Context: an optimization exercise on an open-source flow, tuned for a short achievable clock period and few clock cycles per item. The choices shown serve that exercise and are no tape-out recipe.
At most, simulation tests tie the RTL to the original design; equivalence was not proved.
Only the layout flow was run in run 1; the RTL was not checked for function there.
Power and IR drop assume default switching activity.

File: run.sh
#!/bin/bash
# synth_recipe.tcl (not shown) runs the flow's synth.tcl, then flattens the netlist and writes it again
# the make line also repeats each setting of config.mk as NAME=value (left out here)
make -C /OpenROAD-flow-scripts/flow DESIGN_CONFIG=/design/flow/config.mk WORK_HOME=/design/flow/orfs CLKGATE_MAP_FILE= SYNTH_SCRIPT=/design/flow/synth_recipe.tcl finish
File: config.mk
export PLATFORM = sky130hd
export DESIGN_NAME = mppc_tokdec
export DESIGN_NICKNAME = mppc_tokdec
export VERILOG_FILES = /design/flow/design.v
export SDC_FILE = /design/flow/constraint.sdc
export NUM_CORES = 4
export LEC_CHECK = 0
export CAP_MARGIN = 20
export CORE_MARGIN = 2
export CORE_UTILIZATION = 40
export SLEW_MARGIN = 20
File: constraint.sdc
create_clock -name core_clock -period 10.0 [get_ports {clk}]
set_input_delay 2.0000 -clock core_clock [delete_from_list [all_inputs] [get_ports {clk}]]
set_output_delay 2.0000 -clock core_clock [all_outputs]
set_load 0.01 [all_outputs]
File: design.v
module mppc_tokdec (
    input  wire        clk,
    input  wire        rst,
    input  wire        in_valid,
    output reg         in_ready,
    input  wire [31:0] in_data,
    input  wire        in_last,
    input  wire [1:0]  in_bytes,
    output reg         out_valid,
    input  wire        out_ready,
    output reg  [1:0]  out_type,
    output reg  [7:0]  out_lit,
    output reg  [12:0] out_off,
    output reg  [12:0] out_len
);
    localparam integer W   = 4;         
    localparam integer N   = 32 * W;    
    localparam integer CAP = 12;        
    localparam integer FD  = 16;        
    localparam [1:0] T_LIT = 2'd0, T_MATCH = 2'd1, T_END_OK = 2'd2, T_END_ERR = 2'd3;
    localparam [40:0] LMASK = (41'd1 << 8) | (41'd1 << 9) | (41'd1 << 11) | (41'd1 << 13)
                            | (41'd1 << 14) | (41'd1 << 16) | (41'd1 << 17) | (41'd1 << 18)
                            | (41'd1 << 20) | (41'd1 << 22) | (41'd1 << 24) | (41'd1 << 26)
                            | (41'd1 << 28) | (41'd1 << 30) | (41'd1 << 32) | (41'd1 << 34)
                            | (41'd1 << 36) | (41'd1 << 38) | (41'd1 << 40);
    reg [31:0] qd0, qd1;
    reg        ql0, ql1;
    reg [2:0]  qn0, qn1;      
    reg [1:0]  qv;
    reg        qwp, qrp;
    wire       in_fire = in_valid && in_ready;
    wire [2:0] in_nb   = in_last ? {1'b0, in_bytes} + 3'd1 : 3'd4;
    reg [N-1:0]   rb;         
    reg [W-1:0]   sv;         
    reg [W-1:0]   snv;        
    reg [W-1:0]   slast;      
    reg [3*W-1:0] snb;        
    reg [W-1:0]   hd;         
    reg [W-1:0]   tl;         
    wire [W-1:0] hdm1  = {hd[0], hd[W-1:1]};    
    wire [31:0]  q_d   = qrp ? qd1 : qd0;
    wire         q_l   = qrp ? ql1 : ql0;
    wire [2:0]   q_n   = qrp ? qn1 : qn0;
    wire         wr_go = qv[qrp] && ((sv & hd) == {W{1'b0}});
    wire [13*W-1:0] th;       
    wire [W-1:0]    sek;      
    genvar s;
    generate
        for (s = 0; s < W; s = s + 1) begin : g_meta
            localparam integer S1 = (s + 1) % W;
            localparam integer S2 = (s + 2) % W;
            wire [3:0] bav = !sv[s]     ? 4'd0
                           : slast[s]   ? {1'b0, snb[3*s +: 3]}
                           : !snv[s]    ? 4'd4
                           : slast[S1]  ? 4'd4 + {1'b0, snb[3*S1 +: 3]}
                           : !snv[S1]   ? 4'd8
                           : slast[S2]  ? 4'd8 + {1'b0, snb[3*S2 +: 3]}
                           :              4'd12;
            assign sek[s] = sv[s] && (slast[s] || (snv[s] && (slast[S1] ||
                            (snv[S1] && slast[S2]))));
            genvar xx;
            for (xx = 0; xx < 13; xx = xx + 1) begin : g_th
                assign th[13*s + xx] = (bav >= xx);
            end
        end
    endgenerate
    reg [41*N-1:0] A;         
    reg [3*N-1:0]  Z;         
    reg [N-1:0]    ER;        
    reg [N-1:0]    KP;        
    reg [N-1:0]    ZA;        
    reg [N-1:0]    DC;        
    genvar j, d, c, m;
    generate
        for (j = 0; j < N; j = j + 1) begin : g_pos
            wire [28:0] x;
            for (d = 0; d < 29; d = d + 1) begin : g_x
                assign x[d] = rb[(j + d) % N];
            end
            wire [40:0] a_n;
            wire [2:0]  z_n;
            wire        err_n, kp_n, za_n, dc_n;
            mppc_tokdec_pos #(.B(j % 32)) u_pos (
                .x(x), .t(th[13*(j/32) +: 13]), .ek(sek[j/32]),
                .a(a_n), .z(z_n), .err(err_n), .kp(kp_n), .za(za_n), .dc(dc_n)
            );
            always @(posedge clk) begin
                A[41*j +: 41] <= a_n;
                Z[3*j +: 3]   <= z_n;
                ER[j] <= err_n;
                KP[j] <= kp_n;
                ZA[j] <= za_n;
                DC[j] <= dc_n;
            end
        end
    endgenerate
    reg [N-1:0] p;            
    reg         E;            
    reg         S;            
    reg         en;           
    wire [W-1:0] cs;          
    wire [31:0]  ob;          
    genvar k;
    generate
        for (k = 0; k < W; k = k + 1) begin : g_cs
            assign cs[k] = |p[32*k +: 32];
        end
        for (k = 0; k < 32; k = k + 1) begin : g_ob
            wire [W-1:0] v;
            for (m = 0; m < W; m = m + 1) begin : g_v
                assign v[m] = p[32*m + k];
            end
            assign ob[k] = |v;
        end
    endgenerate
    wire [N-1:0] p_norm, p_skip;
    generate
        for (k = 0; k < N; k = k + 1) begin : g_p
            wire [40:0] t;
            for (d = 0; d < 41; d = d + 1) begin : g_t
                if (LMASK[d]) begin : gl
                    assign t[d] = p[(k - d + N) % N] && A[41*((k - d + N) % N) + d];
                end else begin : gz
                    assign t[d] = 1'b0;
                end
            end
            wire zt;
            if (k % 32 == 0) begin : gs
                wire [95:0] u;
                for (d = 1; d < 4; d = d + 1) begin : g_r
                    for (m = 0; m < 32; m = m + 1) begin : g_b
                        assign u[32*(d-1) + m] = p[(k - 32*d + m + N) % N]
                                               && Z[3*((k - 32*d + m + N) % N) + d - 1];
                    end
                end
                assign zt = |u;
                assign p_skip[k] = (cs[(k / 32 + W - 1) % W] && sv[(k / 32 + W - 1) % W])
                                 || (p[k] && !sv[k / 32]);
            end else begin : gn
                assign zt = 1'b0;
                assign p_skip[k] = p[k] && !sv[k / 32];
            end
            assign p_norm[k] = (p[k] && KP[k]) || (|t) || zt;
        end
    endgenerate
    wire hit_dc   = |(p & DC);
    wire hit_er   = |(p & ER);
    wire hit_z    = |(p & ZA);
    wire cs_valid = |(cs & sv);
    wire cs_last  = |(cs & sv & slast);
    wire emit = en && (E || (!S && hit_dc));
    wire [1:0] ev_kind = E ? T_END_OK : hit_er ? T_END_ERR : T_LIT;
    reg         x1_v;  reg [1:0] x1_k;  reg [31:0] x1_ob;  reg [70:0] x1_seg;
    reg         x2_v;  reg [1:0] x2_k;  reg [39:0] x2_w;
    reg         x3_v;  reg [1:0] x3_t;  reg [7:0] x3_lit; reg [12:0] x3_off, x3_len;
    wire [70:0] seg_n;
    wire [39:0] w_n;
    generate
        for (k = 0; k < 71; k = k + 1) begin : g_seg
            wire [W-1:0] v;
            for (m = 0; m < W; m = m + 1) begin : g_v
                assign v[m] = cs[m] && rb[(32*m + k) % N];
            end
            assign seg_n[k] = |v;
        end
        for (k = 0; k < 40; k = k + 1) begin : g_w
            wire [31:0] v;
            for (m = 0; m < 32; m = m + 1) begin : g_v
                assign v[m] = x1_ob[m] && x1_seg[m + k];
            end
            assign w_n[k] = |v;
        end
    endgenerate
    wire [39:0] w = x2_w;
    wire [7:0] dlit = w[0] ? {1'b1, w[2], w[3], w[4], w[5], w[6], w[7], w[8]}
                           : {w[0], w[1], w[2], w[3], w[4], w[5], w[6], w[7]};
    wire [12:0] off6  = {7'd0, w[4], w[5], w[6], w[7], w[8], w[9]};
    wire [12:0] off8  = 13'd64 + {5'd0, w[4], w[5], w[6], w[7], w[8], w[9], w[10], w[11]};
    wire [12:0] off13 = 13'd320 + {w[3], w[4], w[5], w[6], w[7], w[8], w[9], w[10],
                                   w[11], w[12], w[13], w[14], w[15]};
    wire [12:0] doff  = !w[2] ? off13 : w[3] ? off6 : off8;
    wire [2:0]  dc_o  = {!w[2], w[2] && !w[3], w[2] && w[3]};
    wire [13*36-1:0] lpart;
    generate
        for (c = 0; c < 3; c = c + 1) begin : g_lc3
            localparam integer OL = (c == 0) ? 10 : (c == 1) ? 12 : 16;
            for (m = 0; m < 12; m = m + 1) begin : g_lm
                wire hit;
                if (m == 0) begin : g0
                    assign hit = dc_o[c] && !w[OL];
                    assign lpart[13*(12*c + m) +: 13] = hit ? 13'd3 : 13'd0;
                end else begin : gm
                    assign hit = dc_o[c] && (&w[OL + m - 1 : OL]) && !w[OL + m];
                    wire [12:0] v;
                    genvar ii;
                    for (ii = 0; ii < 13; ii = ii + 1) begin : g_v
                        if (ii == m + 1) begin : g1
                            assign v[ii] = 1'b1;
                        end else if (ii <= m) begin : gf
                            assign v[ii] = w[OL + 2 * m + 1 - ii];
                        end else begin : g0
                            assign v[ii] = 1'b0;
                        end
                    end
                    assign lpart[13*(12*c + m) +: 13] = hit ? v : 13'd0;
                end
            end
        end
    endgenerate
    reg [12:0] dlen;
    integer li;
    always @(*) begin
        dlen = 13'd0;
        for (li = 0; li < 36; li = li + 1)
            dlen = dlen | lpart[13*li +: 13];
    end
    wire [1:0] dt = (x2_k != T_LIT) ? x2_k : (!w[0] || !w[1]) ? T_LIT : T_MATCH;
    reg [35:0] fq [0:FD-1];
    reg [3:0]  fwp, frp;
    reg [4:0]  fcnt;
    reg [3:0]  ecnt;           
    reg        taken_r;
    wire        load   = !out_valid || out_ready;
    wire        f_ne   = (fcnt != 5'd0);
    wire [35:0] f_head = fq[frp];
    wire [3:0] ecnt_n  = ecnt + {3'd0, emit} - {3'd0, taken_r};
    wire       do_free = |(tl & sv & ~cs);
    reg [1:0]   qv_n;
    reg [W-1:0] sv_n, snv_n;
    always @(*) begin
        qv_n = qv;
        if (wr_go) qv_n[qrp] = 1'b0;
        if (in_fire) qv_n[qwp] = 1'b1;
        sv_n = sv;
        snv_n = snv;
        if (wr_go) begin
            sv_n  = sv_n | hd;
            snv_n = (snv_n & ~hd) | hdm1;
        end
        if (do_free) begin
            sv_n  = sv_n & ~tl;
            snv_n = snv_n & ~tl;
        end
    end
    integer si, bi;
    always @(posedge clk) begin
        if (in_ready && !qwp) begin
            qd0 <= in_data; ql0 <= in_last; qn0 <= in_nb;
        end
        if (in_ready && qwp) begin
            qd1 <= in_data; ql1 <= in_last; qn1 <= in_nb;
        end
        for (si = 0; si < W; si = si + 1)
            if (wr_go && hd[si]) begin
                for (bi = 0; bi < 32; bi = bi + 1)
                    rb[32*si + bi] <= q_d[31 - bi];
                snb[3*si +: 3] <= q_n;
            end
        x1_seg <= seg_n;
        x1_ob  <= ob;
        x1_k   <= ev_kind;
        x2_w   <= w_n;
        x2_k   <= x1_k;
        x3_t   <= dt;
        x3_lit <= dlit;
        x3_off <= doff;
        x3_len <= dlen;
        if (x3_v)
            fq[fwp] <= {x3_t, x3_lit, x3_off, x3_len};
        if (load && f_ne) begin
            out_type <= f_head[35:34];
            out_lit  <= f_head[33:26];
            out_off  <= f_head[25:13];
            out_len  <= f_head[12:0];
        end
        if (rst) begin
            qv        <= 2'b00;
            qwp       <= 1'b0;
            qrp       <= 1'b0;
            in_ready  <= 1'b1;
            sv        <= {W{1'b0}};
            snv       <= {W{1'b0}};
            slast     <= {W{1'b0}};
            hd        <= {{(W-1){1'b0}}, 1'b1};
            tl        <= {{(W-1){1'b0}}, 1'b1};
            p         <= {{(N-1){1'b0}}, 1'b1};
            E         <= 1'b0;
            S         <= 1'b0;
            en        <= 1'b0;
            x1_v      <= 1'b0;
            x2_v      <= 1'b0;
            x3_v      <= 1'b0;
            fwp       <= 4'd0;
            frp       <= 4'd0;
            fcnt      <= 5'd0;
            ecnt      <= 4'd0;
            taken_r   <= 1'b0;
            out_valid <= 1'b0;
        end else begin
            qv <= qv_n;
            if (in_fire) qwp <= !qwp;
            if (wr_go) qrp <= !qrp;
            in_ready <= !qv_n[qwp ^ in_fire];
            sv  <= sv_n;
            snv <= snv_n;
            if (wr_go) begin
                slast <= (slast & ~hd) | (q_l ? hd : {W{1'b0}});
                hd    <= {hd[W-2:0], hd[W-1]};
            end
            if (do_free)
                tl <= {tl[W-2:0], tl[W-1]};
            if (en) begin
                if (E) begin
                    E <= 1'b0;
                end else if (S) begin
                    p <= p_skip;
                    if (cs_valid && cs_last) S <= 1'b0;
                end else begin
                    p <= p_norm;
                    E <= hit_z;
                    S <= hit_er;
                end
            end
            ecnt <= ecnt_n;
            en   <= (ecnt_n < CAP);
            x1_v <= emit;
            x2_v <= x1_v;
            x3_v <= x2_v;
            if (x3_v) fwp <= fwp + 4'd1;
            if (load && f_ne) frp <= frp + 4'd1;
            fcnt <= fcnt + {4'd0, x3_v} - {4'd0, load && f_ne};
            if (load) out_valid <= f_ne;
            taken_r <= out_valid && out_ready;
        end
    end
endmodule
module mppc_tokdec_pos #(
    parameter integer B = 0
) (
    input  wire [28:0] x,
    input  wire [12:0] t,
    input  wire        ek,
    output wire [40:0] a,      
    output wire [2:0]  z,      
    output wire        err,    
    output wire        kp,     
    output wire        za,     
    output wire        dc      
);
    wire c_l7 = !x[0];
    wire c_l8 = x[0] && !x[1];
    wire [2:0] c_o;
    assign c_o[0] = x[0] && x[1] && x[2] && x[3];
    assign c_o[1] = x[0] && x[1] && x[2] && !x[3];
    assign c_o[2] = x[0] && x[1] && !x[2];
    wire [12:0] f13 = {x[3], x[4], x[5], x[6], x[7], x[8], x[9], x[10],
                       x[11], x[12], x[13], x[14], x[15]};
    wire bad0 = c_o[0] && !(x[4] | x[5] | x[6] | x[7] | x[8] | x[9]);
    wire bad2 = c_o[2] && (f13 >= 13'd7872);
    wire [35:0] lo;
    wire [2:0]  tw;
    genvar c, m, d;
    generate
        for (c = 0; c < 3; c = c + 1) begin : g_o
            localparam integer OL = (c == 0) ? 10 : (c == 1) ? 12 : 16;
            assign lo[12*c] = !x[OL];
            for (m = 1; m < 12; m = m + 1) begin : g_m
                assign lo[12*c + m] = (&x[OL + m - 1 : OL]) && !x[OL + m];
            end
            assign tw[c] = &x[OL + 11 : OL];
        end
    endgenerate
    wire [37:0] adv, zz, cut;
    wire [37:0] zr0, zr1, zr2;
    generate
        for (d = 0; d < 38; d = d + 1) begin : g_cd
            localparam integer OC = (d < 2) ? 0 : (d - 2) / 12;
            localparam integer MM = (d < 2) ? 0 : (d - 2) % 12;
            localparam integer OL = (OC == 0) ? 10 : (OC == 1) ? 12 : 16;
            localparam integer L  = (d == 0) ? 8 : (d == 1) ? 9
                                  : OL + ((MM == 0) ? 1 : 2 * MM + 2);
            localparam integer N0 = (B + L + 7) / 8;        
            localparam integer N1 = (B + L + 15) / 8;       
            localparam integer R  = (B + L - 1) / 32;       
            wire cand, ok;
            if (d == 0) begin : gl7
                assign cand = c_l7;
                assign ok = 1'b1;
            end else if (d == 1) begin : gl8
                assign cand = c_l8;
                assign ok = 1'b1;
            end else begin : gmt
                assign cand = c_o[OC] && lo[12*OC + MM];
                assign ok = (OC == 0) ? !bad0 : (OC == 2) ? !bad2 : 1'b1;
            end
            assign adv[d] = cand && ok && t[N1];
            assign zz[d]  = cand && ok && ek && t[N0] && !t[N1];
            assign cut[d] = cand && ek && !t[N0];
            assign zr0[d] = (R == 0) && zz[d];
            assign zr1[d] = (R == 1) && zz[d];
            assign zr2[d] = (R == 2) && zz[d];
        end
        for (d = 0; d < 41; d = d + 1) begin : g_a
            localparam integer E0 = (d - 10 == 1) ? 0 : (d - 10 >= 4 && d - 10 <= 24 && (d - 10) % 2 == 0) ? (d - 10) / 2 - 1 : -1;
            localparam integer E1 = (d - 12 == 1) ? 0 : (d - 12 >= 4 && d - 12 <= 24 && (d - 12) % 2 == 0) ? (d - 12) / 2 - 1 : -1;
            localparam integer E2 = (d - 16 == 1) ? 0 : (d - 16 >= 4 && d - 16 <= 24 && (d - 16) % 2 == 0) ? (d - 16) / 2 - 1 : -1;
            wire a0, a1, a2;
            if (E0 >= 0) begin : g0
                assign a0 = adv[2 + E0];
            end else begin : n0
                assign a0 = 1'b0;
            end
            if (E1 >= 0) begin : g1
                assign a1 = adv[14 + E1];
            end else begin : n1
                assign a1 = 1'b0;
            end
            if (E2 >= 0) begin : g2
                assign a2 = adv[26 + E2];
            end else begin : n2
                assign a2 = 1'b0;
            end
            assign a[d] = (d == 8) ? adv[0] : (d == 9) ? adv[1] : (a0 || a1 || a2);
        end
    endgenerate
    localparam integer N12_0 = (B + 10 + 12 + 7) / 8;
    localparam integer N12_1 = (B + 12 + 12 + 7) / 8;
    localparam integer N12_2 = (B + 16 + 12 + 7) / 8;
    localparam integer NO_0  = (B + 10 + 7) / 8;
    localparam integer NO_2  = (B + 16 + 7) / 8;
    wire e12 = (c_o[0] && tw[0] && (ek || t[N12_0]))
            || (c_o[1] && tw[1] && (ek || t[N12_1]))
            || (c_o[2] && tw[2] && (ek || t[N12_2]))
            || (bad0 && (ek || t[NO_0]))
            || (bad2 && (ek || t[NO_2]));
    assign err = (|cut) || e12;
    assign z   = {|zr2, |zr1, |zr0};
    assign za  = |zz;
    assign kp  = !((|adv) || za);
    assign dc  = (|adv) || za || err;
endmodule
==> key figures, run 1 <==
Yosys
  – Area leader, netlist: dfxtp_1
  – Post-synth top area share: 31.16%
  – Number of distinct library cells after synthesis: 122
  – Mean Syn Cell Area: 8.496 um2
  – YS warnings: 1
  – Async SR Flop Fraction: 0%
  – Post-synthesis cell count: 26929
  – Synthesized flop and latch total: 4385
  – Register area share after synthesis: 41.97%
  – Syn nets: 26988
  – Synthesized area: 0.2288 mm2
  – Top area cells in the synthesized netlist: dfxtp_1 31%, edfxtp_1 11%, a22oi_1 6.3%
  – EDFF count, synth: 824
  – Synth Flop Type: dfxtp_1

Clock network
  – Post-CTS resize count: 0
  – Post-CTS setup repair buffer count: 0
  – CTS Buf Count: 483
  – CTS Buffer Depth: 4
  – CTS Sinks: 4385
  – H-Tree Depth: 5
  – Clock Root Buffer: clkbuf_16
  – Hold_buf cts: 0

Run status
  – First error: [ERROR GRT-0116] Global routing finished with congestion. Check the congestion regions in the DRC Viewer.
  – Status: aborted with a tool error
  – Stopping stage: global routing

Placed design
  – Post-DP HPWL: 1738000 um
  – DP Area: 0.2455 mm2
  – Count of input and output buffers: 76
  – DP Cell Count: 33636
  – RD Place Congestion: 1.372

Global route
  – Vias in the first global route: 319317
  – GR Overflow Total: 276
  – GRT Util Overall: 84.87%
  – Largest net degree at the start of global routing: 127
  – First-pass GRT wire length: 3370000 um

Floorplanning
  – Die H: 760.3 um
  – Top Ports: 77
  – Die Wd: 760.3 um
  – Row count: 277
  – Initial Util: 40.18%
## layer usage
layer / global-route usage, % / overflow
met1: 88.16 / 23
met2: 92.02 / 95
met3: 78.14 / 48
met4: 76.84 / 104
met5: 62.47 / 6
## Yosys cell counts, drive strengths merged, types with 107 or more instances
cell and n:
o221ai 211, a211oi 168, buf 788, a32oi 275
or2 112, a221oi 669, or4 236, a222oi 335
and3 182, o31ai 111, inv 182, and4 149
a22o 486, a21o 132, nand3b 138, o32ai 132
o21a 119, nor3 1259, mux4 180, nand4b 149
a31oi 302, nand2 1865, a22oi 1935, and2 266
a21oi 1661, nand2b 177, nand3 976, nor2b 242
edfxtp 824, clkbuf 2200, nor4 410, nor2 2739
dfxtp 3561, o22ai 480, o211ai 177, or3 136
and4b 107, nand4 566, o21ai 1252
## stage by stage
stage | worst slack (ns) | hold slack, ns
after CTS | 3.552 | 0.3320
after floorplan | 5.081 | 0.3096
after detailed placement | 3.546 | 0.3172
after global placement | 2.327 | 0.3168
## power by group through the flow
stage	registers, mW	clock network, mW	logic [mW]
CTS	20.0	19.7	7.00
floorplan	19.6	0	3.47
global placement	20.3	0	6.85
detailed placement	20.4	0	6.90
## cell families after synthesis
kind of cell / after synthesis / share of synthesized area [%]
xor+xnor: 18 / 0.06891
buf+inv: 3180 / 5.425
compound gates: 9159 / 28.39
simple gates: 9898 / 21.84
flops: 4385 / 41.97
mux: 269 / 2.189
fa+ha+maj: 20 / 0.1159
## worst max-delay path by stage
stage | depth (start not counted) | startpoint | to
after floorplan | 13 | out_ready | fcnt[4]
after global placement | 9 | register | DC[46]
after detailed placement | 9 | register | DC[105]
after CTS | 9 | register | DC[105]
==> run 2, diff against run 1 <==
--- a/design.v
+++ b/design.v
@@ -43,6 +43,10 @@
     wire [2:0]   q_n   = qrp ? qn1 : qn0;
     wire         wr_go = qv[qrp] && ((sv & hd) == {W{1'b0}});
-    wire [13*W-1:0] th;       
-    wire [W-1:0]    sek;      
+    reg [W-1:0]   sv_n, snv_n, slast_n;
+    reg [3*W-1:0] snb_n;
+    reg  [13*W-1:0] th;       
+    reg  [W-1:0]    sek;      
+    wire [13*W-1:0] th_n;
+    wire [W-1:0]    sek_n;
     genvar s;
     generate
@@ -50,16 +54,16 @@
             localparam integer S1 = (s + 1) % W;
             localparam integer S2 = (s + 2) % W;
-            wire [3:0] bav = !sv[s]     ? 4'd0
-                           : slast[s]   ? {1'b0, snb[3*s +: 3]}
-                           : !snv[s]    ? 4'd4
-                           : slast[S1]  ? 4'd4 + {1'b0, snb[3*S1 +: 3]}
-                           : !snv[S1]   ? 4'd8
-                           : slast[S2]  ? 4'd8 + {1'b0, snb[3*S2 +: 3]}
-                           :              4'd12;
-            assign sek[s] = sv[s] && (slast[s] || (snv[s] && (slast[S1] ||
-                            (snv[S1] && slast[S2]))));
+            wire [3:0] bav = !sv_n[s]     ? 4'd0
+                           : slast_n[s]   ? {1'b0, snb_n[3*s +: 3]}
+                           : !snv_n[s]    ? 4'd4
+                           : slast_n[S1]  ? 4'd4 + {1'b0, snb_n[3*S1 +: 3]}
+                           : !snv_n[S1]   ? 4'd8
+                           : slast_n[S2]  ? 4'd8 + {1'b0, snb_n[3*S2 +: 3]}
+                           :                4'd12;
+            assign sek_n[s] = sv_n[s] && (slast_n[s] || (snv_n[s] && (slast_n[S1] ||
+                              (snv_n[S1] && slast_n[S2]))));
             genvar xx;
             for (xx = 0; xx < 13; xx = xx + 1) begin : g_th
-                assign th[13*s + xx] = (bav >= xx);
+                assign th_n[13*s + xx] = (bav >= xx);
             end
         end
@@ -227,14 +231,19 @@
     wire       do_free = |(tl & sv & ~cs);
     reg [1:0]   qv_n;
-    reg [W-1:0] sv_n, snv_n;
+    integer ns;
     always @(*) begin
         qv_n = qv;
         if (wr_go) qv_n[qrp] = 1'b0;
         if (in_fire) qv_n[qwp] = 1'b1;
-        sv_n = sv;
-        snv_n = snv;
+        sv_n    = sv;
+        snv_n   = snv;
+        slast_n = slast;
+        snb_n   = snb;
         if (wr_go) begin
-            sv_n  = sv_n | hd;
-            snv_n = (snv_n & ~hd) | hdm1;
+            sv_n    = sv_n | hd;
+            snv_n   = (snv_n & ~hd) | hdm1;
+            slast_n = (slast & ~hd) | (q_l ? hd : {W{1'b0}});
+            for (ns = 0; ns < W; ns = ns + 1)
+                if (hd[ns]) snb_n[3*ns +: 3] = q_n;
         end
         if (do_free) begin
@@ -242,4 +251,9 @@
             snv_n = snv_n & ~tl;
         end
+        if (rst) begin
+            sv_n    = {W{1'b0}};
+            snv_n   = {W{1'b0}};
+            slast_n = {W{1'b0}};
+        end
     end
     integer si, bi;
@@ -255,6 +269,8 @@
                 for (bi = 0; bi < 32; bi = bi + 1)
                     rb[32*si + bi] <= q_d[31 - bi];
-                snb[3*si +: 3] <= q_n;
             end
+        snb <= snb_n;
+        th  <= th_n;
+        sek <= sek_n;
         x1_seg <= seg_n;
         x1_ob  <= ob;
@@ -302,10 +318,9 @@
             if (wr_go) qrp <= !qrp;
             in_ready <= !qv_n[qwp ^ in_fire];
-            sv  <= sv_n;
-            snv <= snv_n;
-            if (wr_go) begin
-                slast <= (slast & ~hd) | (q_l ? hd : {W{1'b0}});
-                hd    <= {hd[W-2:0], hd[W-1]};
-            end
+            sv    <= sv_n;
+            snv   <= snv_n;
+            slast <= slast_n;
+            if (wr_go)
+                hd <= {hd[W-2:0], hd[W-1]};
             if (do_free)
                 tl <= {tl[W-2:0], tl[W-1]};
==> flow/run.sh (new file) <==
#!/bin/bash
export SETUP_SLACK_MARGIN=6.5
bash standard.sh > standard.log 2>&1
status=$?
exit $status
==> standard.sh (new file) <==
#!/bin/bash
# synth_recipe.tcl (not shown) runs the flow's synth.tcl, then flattens the netlist and writes it again
# the make line also repeats each setting of config.mk as NAME=value (left out here)
make -C /OpenROAD-flow-scripts/flow DESIGN_CONFIG=/design/flow/config.mk WORK_HOME=/design/flow/orfs CLKGATE_MAP_FILE= SYNTH_SCRIPT=/design/flow/synth_recipe.tcl "${@:-finish}"
--- a/config.mk
+++ b/config.mk
@@ -8,4 +8,6 @@
 export CAP_MARGIN = 20
 export CORE_MARGIN = 2
-export CORE_UTILIZATION = 40
+export CORE_UTILIZATION = 30
+export GPL_ROUTABILITY_DRIVEN = 1
+export PLACE_DENSITY = 0.36
 export SLEW_MARGIN = 20
removed: run.sh
==> run 2 against run 1 <==
  * The flow again stops in global routing
  * Area after synthesis grew 2.9%
  * Synthesized cell count grew 3.0%
==> key figures, run 2 <==
Yosys
  – YS warnings: 1
  – Synthesized flop and latch total: 4429
  – Synth Area in XOR/XNOR: 0.06699%
  – Synthesized area: 0.2354 mm2
  – Synth Area in Compound Gates: 28.24%
  – Top area cells in the synthesized netlist: dfxtp_1 31%, edfxtp_1 10%, a22oi_1 5.4%
  – Register area share after synthesis: 41.13%
  – Post-synthesis mux area share: 2.142%
  – Most instantiated cells after synthesis: 3617 x dfxtp_1, 2558 x nor2_1, 2428 x clkbuf_1, 1781 x nand2_1, 1684 x a22oi_1
  – Number of distinct library cells after synthesis: 109
  – Area leader, netlist: dfxtp_1
  – Largest family of logic cells by synthesized area: compound AO/OA/AOI/OAI gates
  – Simple-gate area share of the yosys netlist: 22.41%
  – Adder-cell share of the synthesized area: 0.1127%
  – Count leader, synth: dfxtp_1
  – Post-synthesis cell count: 27741
  – Synth Flop Type: dfxtp_1
  – Syn nets: 27800
  – EDFF count, synth: 812
  – Post-synth top area share: 30.77%
  – Async SR Flop Fraction: 0%
  – Mean Syn Cell Area: 8.484 um2

Floorplanning
  – Row count: 325
  – Top Ports: 77
  – Initial Util: 30.08%
  – Die Wd: 889.7 um
  – Die H: 889.7 um

Clock network
  – CTS Buffer Depth: 4
  – Clock Root Buffer: clkbuf_16
  – Hold_buf cts: 0
  – CTS Buf Count: 551
  – H-Tree Depth: 6
  – CTS Sinks: 4429

Run status
  – Stopping stage: global routing
  – First error: [ERROR GRT-0232] Routing congestion too high. Check the congestion heatmap in the GUI.
  – Status: aborted with a tool error

Global route
  – GRT Util Overall: 72.98%
  – GR Overflow Total: 6
  – Largest net degree at the start of global routing: 65

Placed design
  – DP Cell Count: 37328
  – Post-DP HPWL: 2117000 um
  – Count of input and output buffers: 76
  – DP Area: 0.2566 mm2
  – Post-placement setup slack: 3.875 ns
  – RD Place Congestion: 1.221
[run 2: timing repair]
item	in CTS
buffers inserted	1345
resized for setup	3647
pin swaps	624
gates cloned	153
endpoints found under the setup margin	1393
[run 2: how the worst min path moves through the flow]
stage	slack (ns)	cells past startpoint	endpoint
2_1_floorplan	0.31	0	x2_k[0]
3_3_place_gp	0.32	0	x2_k[0]
3_5_place_dp	0.31	0	x2_k[0]
4_1_cts	0.33	0	x2_k[0]
[run 2: cell families after synthesis]
kind of cell / count (synthesis)
mux: 272
simple gates: 10165
buf+inv: 3589
fa+ha+maj: 20
compound gates: 9248
xor+xnor: 18
flops: 4429
[run 2: power by group through the flow]
stage | sequential (mW) | clock [mW] | combinational [mW]
after global placement | 20.2 | 0 | 6.85
after detailed placement | 20.2 | 0 | 6.83
after CTS | 19.8 | 21.7 | 7.54
after floorplan | 19.6 | 0 | 2.90
[run 2: routing by layer]
layer	GRT overflow	global-route usage, %
met2	2	85.20
met3	4	60.10
met1	0	73.93
met5	0	45.27
met4	0	71.40
Testbench counts of run 2, summed over its fixed seeds: cycles 19,620, tokens 19,554.
